Background: an optimization exercise with open tools, aiming at small area, a short achievable clock period and few clock cycles per item. Do not read the settings as production practice.
In this exercise RTL edits were held to simulation tests only and were not proved equivalent to the original.
Power figures rest on the tool's default switching activity, not on a simulated workload.

## build 48
## eo_pktcipher
module eo_pktcipher (
    input  wire       clk,
    input  wire       rst,
    input  wire       start,
    input  wire       dec,
    input  wire [7:0] key,
    input  wire [6:0] len,
    output wire       ready,
    input  wire       in_valid,
    input  wire [7:0] in_byte,
    output wire       in_ready,
    output reg        out_valid,
    output reg  [7:0] out_byte
);
    function [14:0] keytab;
        input [6:0] h;
        begin
            case (h)
            7'd0: keytab = {7'd0, 8'd255};
            7'd1: keytab = {7'd85, 8'd85};
            7'd2: keytab = {7'd102, 8'd51};
            7'd3: keytab = {7'd91, 8'd36};
            7'd4: keytab = {7'd28, 8'd28};
            7'd5: keytab = {7'd81, 8'd23};
            7'd6: keytab = {7'd98, 8'd19};
            7'd7: keytab = {7'd119, 8'd17};
            7'd8: keytab = {7'd120, 8'd15};
            7'd9: keytab = {7'd13, 8'd13};
            7'd10: keytab = {7'd30, 8'd12};
            7'd11: keytab = {7'd83, 8'd11};
            7'd12: keytab = {7'd20, 8'd10};
            7'd13: keytab = {7'd9, 8'd9};
            7'd14: keytab = {7'd26, 8'd8};
            7'd15: keytab = {7'd111, 8'd8};
            7'd16: keytab = {7'd112, 8'd7};
            7'd17: keytab = {7'd69, 8'd7};
  ...
==> flow/config.mk <==
export PLATFORM = sky130hd
export DESIGN_NAME = eo_pktcipher
export DESIGN_NICKNAME = eo_pktcipher
export VERILOG_FILES = /design/flow/design.v
export SDC_FILE = /design/flow/constraint.sdc
export NUM_CORES = 4
export LEC_CHECK = 0
export CAP_MARGIN = 20
export CORE_MARGIN = 2
export CORE_UTILIZATION = 60
export PLACE_DENSITY = 0.72
export SLEW_MARGIN = 20
==> flow/constraint.sdc <==
create_clock -name core_clock -period 15.0 [get_ports {clk}]
set_input_delay 3.0000 -clock core_clock [delete_from_list [all_inputs] [get_ports {clk}]]
set_output_delay 3.0000 -clock core_clock [all_outputs]
set_load 0.01 [all_outputs]
standard.sh (not shown) runs the stock make flow with config.mk's settings and CLKGATE_MAP_FILE= SYNTH_SCRIPT=/design/flow/synth_recipe.tcl, a recipe that flattens the netlist after the stock synthesis.
==> flow/flow/run.sh <==
#!/bin/bash
# Layout flow: the standard ORFS flow (standard synthesis included), with
#  - the port buffers inserted at placement made buf_4 cells instead of the
#    default pick, and
#  - clock tree synthesis without dummy load cells.
# Each tool's output goes to the ORFS logs under orfs/logs/; make's own output
# is kept in flow_make.log.
set -euo pipefail
export BUFFER_PORTS_ARGS="-buffer_cell sky130_fd_sc_hd__buf_4"
export CTS_ARGS="-sink_clustering_enable -repair_clock_nets -dont_use_dummy_load"
bash standard.sh > flow_make.log 2>&1
Testbench counts of build 48, summed over its fixed seeds: cycles 45,969, bytes 34,425.
#### Input delta (build 46 over build 48)
diff --git a/flow/flow/run.sh b/flow/flow/run.sh
--- a/flow/flow/run.sh
+++ b/flow/flow/run.sh
@@ -5 +5,2 @@
-#  - clock tree synthesis without dummy load cells.
+#  - clock tree synthesis without dummy load cells, and with sink clusters
+#    of up to 25 registers within 70 um.
@@ -10 +11 @@
-export CTS_ARGS="-sink_clustering_enable -repair_clock_nets -dont_use_dummy_load"
+export CTS_ARGS="-sink_clustering_enable -repair_clock_nets -dont_use_dummy_load -sink_clustering_size 25 -sink_clustering_max_diameter 70"
==> run summary <==
Per the comparison of build 46 with build 48, number of tap cells added at floorplan was more or less identical; overall fraction of global-route tracks in use now smaller; clock network area share went down by 2.2 points; power share of the sequential group up 3.3 points; routed wire length fell by 2.0%.
[build 46 vs build 48] relative slew slack: higher in build 46
Compared to build 48, build 46 has setup slack 0.020 ns lower.
The inputs of build 2 differ from those of build 46 as listed below.
diff --git a/flow/flow/run.sh b/flow/flow/run.sh
--- a/flow/flow/run.sh
+++ b/flow/flow/run.sh
@@ -6 +6 @@
-#    of up to 25 registers within 70 um.
+#    of up to 30 registers within 80 um.
@@ -11 +11 @@
-export CTS_ARGS="-sink_clustering_enable -repair_clock_nets -dont_use_dummy_load -sink_clustering_size 25 -sink_clustering_max_diameter 70"
+export CTS_ARGS="-sink_clustering_enable -repair_clock_nets -dont_use_dummy_load -sink_clustering_size 30 -sink_clustering_max_diameter 80"
==> comparison <==
- Comparing build 2 with build 46, the worst hold margin came out essentially unchanged.
- Build 2 and build 46 ended up with roughly the same post-route non-filler standard cell count.
- Build 2 reports a lower relative contribution of the clock network to total power than build 46 does.
- Re ratio of final minimum period to clock period: build 2 and build 46 aren't equal, and the lower value belongs to build 2.
- Build 2 vs build 46, uppermost layer routed: met5 vs met4
- Taking build 46 as the reference, in build 2 sequential share of layout area higher; total standard cell area after synthesis roughly the same.
- Diff build 46 -> build 2: count of clock-net buffers in the final layout shows a reduction of 7; number of buffer and inverter instances along the worst setup path shows no meaningful change; routed wire length on met2 shows an increase of 290 um; total power shows a reduction of about 1.4%.

-- re-timing with driven ports --
No port has a modelled driver above. Below, the same layouts with a new extraction and two added sets of constraints. Step 1 sets driving cells, clkbuf_16 on the clock port and buf_2 on the other inputs (assumed; they add their load-dependent delay and slew). Step 2, shift: input delay + t, output delay - t, t = (earliest + latest rising clock arrival at the registers) / 2. This alone moves slack from input paths to output paths. Slacks: ideal ports / drivers / drivers and shift; pairs: ideal ports / drivers.
run	t, ns	setup slack, ns	hold WS [ns]
build 48	0.672	10.885 / 10.818 / 10.761	0.324 / 0.324 / 0.324
build 46	0.661	10.865 / 10.800 / 10.769	0.333 / 0.333 / 0.333
build 2	0.649	10.897 / 10.829 / 10.716	0.336 / 0.336 / 0.336
After both steps every run listed still meets setup and hold. The setup slack of build 2, which loses most, moves by -0.068 ns with the drivers and by -0.181 ns with both steps.
